What follows belongs to an exercise in optimizing a design on an open flow for small area, a short achievable clock period and few clock cycles; a production flow would make more cautious choices.
The RTL was checked by simulation tests, not by an equivalence proof against the original design.

== the baseline ==
==> module phase_step, before the edit <==
module phase_step (
    input  wire [29:0] p,       
    input  wire [30:0] inc,     
    input  wire        smp,     
    input  wire        clr,     
    output reg  [29:0] pn,      
    output wire [25:0] vs,
    output wire        sts
);
    wire [7:0]  ep = {1'b0, p[29:23]};
    wire [7:0]  ei = inc[30:23];
    wire [7:0]  epe = (ep == 8'd0) ? 8'd1 : ep;
    wire [7:0]  eie = (ei == 8'd0) ? 8'd1 : ei;
    wire [23:0] mp = {ep != 8'd0, p[22:0]};
    wire [23:0] mi = {ei != 8'd0, inc[22:0]};
    wire [7:0]  d_ip = eie - epe;
    wire [7:0]  d_pi = epe - eie;
    wire        ip   = ~smp & (eie > epe);
    wire [7:0]  d    = ip ? d_ip : d_pi;
    wire [7:0]  ex   = ip ? eie : epe;
    wire [23:0] mx   = ip ? mi : mp;
    wire [7:0]  rs  = 8'd126 - epe;
    wire [23:0] msh = (ip | smp) ? mp : mi;
    wire [7:0]  dsh = smp ? rs : d;
    reg  [25:0] v;
    reg         st;
    integer     k;
    always @* begin
        v  = {msh, 2'b00};
        st = 1'b0;
        for (k = 0; k < 5; k = k + 1)
            if (dsh[k]) begin
                st = st | (|(v & ((26'd1 << (1 << k)) - 26'd1)));
                v  = v >> (1 << k);
            end
        if (dsh[7:5] != 3'd0) begin
            v  = 26'd0;
            st = |msh;
        end
    end
    assign vs  = v;
    assign sts = st;
    wire [23:0] s24;
    wire        c24;
    wire [25:0] va   = v & {26{~smp}};
    add_cs #(.W(24), .B(8)) u_add (.a(mx), .b(va[25:2]), .ci(1'b0), .s(s24), .co(c24));
    wire        s_lo = va[0] | (st & ~smp);
    wire [23:0] m   = c24 ? {1'b1, s24[23:1]} : s24;
    wire        g   = c24 ? s24[0] : va[1];
    wire        s   = c24 ? (va[1] | s_lo) : s_lo;
    wire        rnd = g & (s | m[0]);
    wire [23:0] mr;
    wire        mco;
    inc_blk #(.W(24), .B(6)) u_rnd (.x(m), .c(rnd), .y(mr), .co(mco));
    wire [8:0]  eq = (mco | mr[23]) ? ({1'b0, ex} + {8'd0, c24} + {8'd0, mco}) : 9'd0;
    wire        isq  = (eq < 9'd127);
    wire [4:0]  kk   = eq[4:0] + 5'd1;               
    wire [22:0] fm   = isq ? 23'h7FFFFF : (23'h7FFFFF >> kk);
    wire [23:0] gq   = {mr[23] & isq, mr[22:0] & fm};
    wire        z4 = ~isq & ~|gq[23:8];
    wire [23:0] n1 = z4 ? {gq[7:0], 16'd0} : gq;
    wire        z3 = ~isq & ~|n1[23:16];
    wire [23:0] n2 = z3 ? {n1[15:0], 8'd0} : n1;
    wire        z2 = ~isq & ~|n2[23:20];
    wire [23:0] n3 = z2 ? {n2[19:0], 4'd0} : n2;
    wire        z1 = ~isq & ~|n3[23:22];
    wire [23:0] n4 = z1 ? {n3[21:0], 2'd0} : n3;
    wire        z0 = ~isq & ~n4[23];
    wire [23:0] n5 = z0 ? {n4[22:0], 1'b0} : n4;
    wire [8:0]  en   = eq - {4'd0, z4, z3, z2, z1, z0};
    wire        zero = clr | (~isq & ((eq >= 9'd150) | ~n5[23]));
    always @* pn = zero ? 30'd0 : {en[6:0], n5[22:0]};
endmodule
==> module ahb1_refill, before the edit <==
module ahb1_refill (
    input  wire        clk,
    input  wire        rst,         
    input  wire        start,       
    input  wire        half,        
    input  wire        depth32,     
    input  wire        wave,        
    input  wire [31:0] inc,         
    output wire        ready,
    output wire        done,
    output wire [31:0] phase,
    output wire        mem_we,
    output wire [9:0]  mem_addr,
    output wire [15:0] mem_wdata
);
    reg        idle_r;      
    reg        done_r;
    reg        wait_r;      
    reg        pre_r;       
    reg        we_r;
    reg [9:0]  addr_r;      
    reg [15:0] wd_r;
    reg [29:0] ph_r;        
    reg [30:0] inc_r;       
    reg        depth_r;
    reg        wave_r;
    reg [25:0] r1;          
    reg [47:0] r2;
    wire [29:0] ph_next;
    wire [25:0] sv;
    wire        sst;
    wire        adv;
    phase_step u_step (.p(ph_r), .inc(inc_r), .smp(~adv), .clr(rst), .pn(ph_next), .vs(sv), .sts(sst));
    wire [25:0] front;
    osc_front u_front (.v(sv), .st(sst), .wave(wave_r), .r(front));
    wire        mid_sign;
    wire [46:0] mid_v;
    osc_mid u_mid (.r(r1), .wave(wave_r), .sign(mid_sign), .V(mid_v));
    wire [46:0] y;
    round24 u_round (.V(r2[46:0]), .Y(y));
    wire        hi;
    wire [15:0] word;
    quant u_quant (.sign(r2[47]), .Y(y), .depth32(depth_r), .hiw(hi), .w(word));
    always @(posedge clk) begin
        if (!adv) r1 <= front;
        r2 <= {mid_sign, mid_v};
    end
    wire [9:0] a_perm = depth_r ? {addr_r[9:2], addr_r[0], addr_r[1]} : addr_r;
    wire [9:0] a_inc  = a_perm + 10'd1;
    wire [9:0] a_next = depth_r ? {a_inc[9:2], a_inc[0], a_inc[1]} : a_inc;
    wire [9:0] a_t    = we_r ? a_next : addr_r;       
    wire       last   = depth_r ? (addr_r[8:0] == 9'h1FF) : (addr_r[7:0] == 8'hFF);
    assign     hi     = depth_r & ~a_t[0];
    wire       run    = ~idle_r & ~wait_r & ~(we_r & last);
    assign     adv    = run & (pre_r ? ~depth_r
                             : depth_r ? (a_t[1:0] == 2'b10)
                             : (a_t[0] & (a_t[7:0] != 8'hFF)));
    assign ready     = idle_r;
    assign done      = done_r;
    assign phase     = {2'b00, ph_r};
    assign mem_we    = we_r;
    assign mem_addr  = addr_r;
    assign mem_wdata = wd_r;
    always @(posedge clk) begin
        if (rst) begin
            idle_r <= 1'b1;
            done_r <= 1'b0;
            wait_r <= 1'b0;
            pre_r  <= 1'b0;
            we_r   <= 1'b0;
        end else begin
            done_r <= 1'b0;
            wait_r <= 1'b0;
            pre_r  <= wait_r;
            if (idle_r) begin
                if (start) begin
                    idle_r <= 1'b0;
                    wait_r <= 1'b1;
                end
            end else if (wait_r) begin
            end else if (we_r && last) begin
                idle_r <= 1'b1;
                done_r <= 1'b1;
                we_r   <= 1'b0;
            end else begin
                if (!pre_r) we_r <= 1'b1;
            end
        end
    end
    always @(posedge clk)
        ph_r <= ph_next;
    always @(posedge clk) begin
        if (idle_r) begin
            inc_r   <= inc[30:0];
            depth_r <= depth32;
            wave_r  <= wave;
            addr_r  <= {half & depth32, half & ~depth32, 8'd0};
        end else begin
            addr_r  <= a_t;
        end
    end
    always @(posedge clk)
        wd_r <= word;
endmodule
clock: 100.0 ns
lec_check: 0
abc_area: 1
cap_margin: 5
core_margin: 2
core_utilization: 60
place_density: 0.7
slew_margin: 5
standard.sh (not shown) runs the stock make flow with config.mk's settings and CLKGATE_MAP_FILE= SYNTH_SCRIPT=/design/flow/synth_recipe.tcl, a recipe that flattens the netlist after the stock synthesis.
==> flow/flow/run.sh <==
#!/bin/bash
# The standard layout (the standard.sh), with two changes to how it is
# made: the ports are buffered with buf_2 rather than the resizer's default
# choice, and repair_timing aims at a setup slack of at least
# SETUP_SLACK_MARGIN ns at the design's own clock period and constraints.
set -euo pipefail
export SETUP_SLACK_MARGIN=79
export BUFFER_PORTS_ARGS="-buffer_cell sky130_fd_sc_hd__buf_2"
bash standard.sh > standard_flow.log 2>&1
Testbench counts of the baseline, summed over its fixed seeds: cycles 49,672.
Input changes introduced in the candidate (baseline for comparison: the baseline):
--- a/flow/design.v
+++ b/flow/design.v
@@ -11,19 +11,15 @@
     wire [7:0]  ei = inc[30:23];
     wire [7:0]  epe = (ep == 8'd0) ? 8'd1 : ep;
     wire [7:0]  eie = (ei == 8'd0) ? 8'd1 : ei;
     wire [23:0] mp = {ep != 8'd0, p[22:0]};
     wire [23:0] mi = {ei != 8'd0, inc[22:0]};
-    wire [7:0]  d_ip = eie - epe;
-    wire [7:0]  d_pi = epe - eie;
-    wire        ip   = ~smp & (eie > epe);
-    wire [7:0]  d    = ip ? d_ip : d_pi;
+    wire        ip   = (eie > epe);
     wire [7:0]  ex   = ip ? eie : epe;
     wire [23:0] mx   = ip ? mi : mp;
-    wire [7:0]  rs  = 8'd126 - epe;
+    wire [7:0]  dsh = (smp ? 8'd126 : ex) - ((smp | ip) ? epe : eie);
     wire [23:0] msh = (ip | smp) ? mp : mi;
-    wire [7:0]  dsh = smp ? rs : d;
     reg  [25:0] v;
     reg         st;
     integer     k;
     always @* begin
         v  = {msh, 2'b00};
@@ -40,16 +36,15 @@
     end
     assign vs  = v;
     assign sts = st;
     wire [23:0] s24;
     wire        c24;
-    wire [25:0] va   = v & {26{~smp}};
-    add_cs #(.W(24), .B(8)) u_add (.a(mx), .b(va[25:2]), .ci(1'b0), .s(s24), .co(c24));
-    wire        s_lo = va[0] | (st & ~smp);
+    add_cs #(.W(24), .B(8)) u_add (.a(mx), .b(v[25:2]), .ci(1'b0), .s(s24), .co(c24));
+    wire        s_lo = v[0] | st;
     wire [23:0] m   = c24 ? {1'b1, s24[23:1]} : s24;
-    wire        g   = c24 ? s24[0] : va[1];
-    wire        s   = c24 ? (va[1] | s_lo) : s_lo;
+    wire        g   = c24 ? s24[0] : v[1];
+    wire        s   = c24 ? (v[1] | s_lo) : s_lo;
     wire        rnd = g & (s | m[0]);
     wire [23:0] mr;
     wire        mco;
     inc_blk #(.W(24), .B(6)) u_rnd (.x(m), .c(rnd), .y(mr), .co(mco));
     wire [8:0]  eq = (mco | mr[23]) ? ({1'b0, ex} + {8'd0, c24} + {8'd0, mco}) : 9'd0;
@@ -1049,23 +1044,23 @@
     round24 u_round (.V(r2[46:0]), .Y(y));
     wire        hi;
     wire [15:0] word;
     quant u_quant (.sign(r2[47]), .Y(y), .depth32(depth_r), .hiw(hi), .w(word));
     always @(posedge clk) begin
-        if (!adv) r1 <= front;
+        r1 <= front;
         r2 <= {mid_sign, mid_v};
     end
     wire [9:0] a_perm = depth_r ? {addr_r[9:2], addr_r[0], addr_r[1]} : addr_r;
     wire [9:0] a_inc  = a_perm + 10'd1;
     wire [9:0] a_next = depth_r ? {a_inc[9:2], a_inc[0], a_inc[1]} : a_inc;
     wire [9:0] a_t    = we_r ? a_next : addr_r;       
     wire       last   = depth_r ? (addr_r[8:0] == 9'h1FF) : (addr_r[7:0] == 8'hFF);
     assign     hi     = depth_r & ~a_t[0];
-    wire       run    = ~idle_r & ~wait_r & ~(we_r & last);
-    assign     adv    = run & (pre_r ? ~depth_r
-                             : depth_r ? (a_t[1:0] == 2'b10)
-                             : (a_t[0] & (a_t[7:0] != 8'hFF)));
+    wire       ld     = depth_r ? ~a_t[1] : ~a_t[0];
+    assign     adv    = pre_r ? ~depth_r
+                      : depth_r ? (a_t[1:0] == 2'b10)
+                      : (a_t[0] & (a_t[7:0] != 8'hFF));
     assign ready     = idle_r;
     assign done      = done_r;
     assign phase     = {2'b00, ph_r};
     assign mem_we    = we_r;
     assign mem_addr  = addr_r;
@@ -1095,19 +1090,19 @@
                 if (!pre_r) we_r <= 1'b1;
             end
         end
     end
     always @(posedge clk)
-        ph_r <= ph_next;
+        if (rst || (!idle_r && !wait_r && !(we_r && last) && adv))
+            ph_r <= ph_next;
     always @(posedge clk) begin
         if (idle_r) begin
             inc_r   <= inc[30:0];
             depth_r <= depth32;
             wave_r  <= wave;
             addr_r  <= {half & depth32, half & ~depth32, 8'd0};
         end else begin
             addr_r  <= a_t;
+            if (ld) wd_r <= word;
         end
     end
-    always @(posedge clk)
-        wd_r <= word;
 endmodule
--- outcome ---
The candidate went all the way through synthesis, placement and routing and the layout is clean on timing, DRC and antenna.
The via count reported for the candidate is lower than the one for the baseline.
The baseline → the candidate: path depth of the worst reg2reg path -about 4.5%; die area went down 720 um^2; wire length up 1.4 mm; worst relative slew slack went up.
Looking at total routing usage reported by global routing, the candidate sits 1.0 points above the baseline.
In the candidate the critical-path maximum fanout turned out 1 higher than in the baseline.
Summary of the candidate over the baseline: fmax went down by 0.41%; global-route wire length before repair shrank by about 1.5%; half-perimeter wire length after placement rose by about 1.6%.
Any difference in proportion of cell area spent on the clock network between the baseline and the candidate is small enough to ignore.
In the candidate, final cell count is lower than in the baseline.
Measured against each other, the baseline and the candidate differ in utilization, the higher figure coming from the candidate.
Testbench counts of the candidate, summed over its fixed seeds: cycles 49,672.

-- separate check: timing with driven ports --
In the flow no input, the clock included, has a driving cell. The finished layouts below were timed again as built, in two steps. Step 1 (the two cells are an assumption about what drives the block):
set clk [get_ports {clk}]
set_driving_cell -lib_cell sky130_fd_sc_hd__clkbuf_16 $clk
set_driving_cell -lib_cell sky130_fd_sc_hd__buf_2 [delete_from_list [all_inputs] $clk]
Step 2 times the ports against the registers' clock, not the clock port: input delays grow and output delays shrink by t, the midpoint of the rising clock arrivals with the driver on. a / b / c = no drivers / after step 1 / after step 2; a / b = the first two.
run	shift t [ns]	setup slack, ns	latest minus earliest clock arrival (ns)
the baseline	0.526	78.911 / 78.857 / 78.764	0.016 / 0.015
the candidate	0.514	78.824 / 78.771 / 78.451	0.025 / 0.026
After both steps setup and hold are still met in every run listed. For the candidate, which loses most, drivers alone change the setup slack by -0.053 ns; drivers and shift together by -0.373 ns.
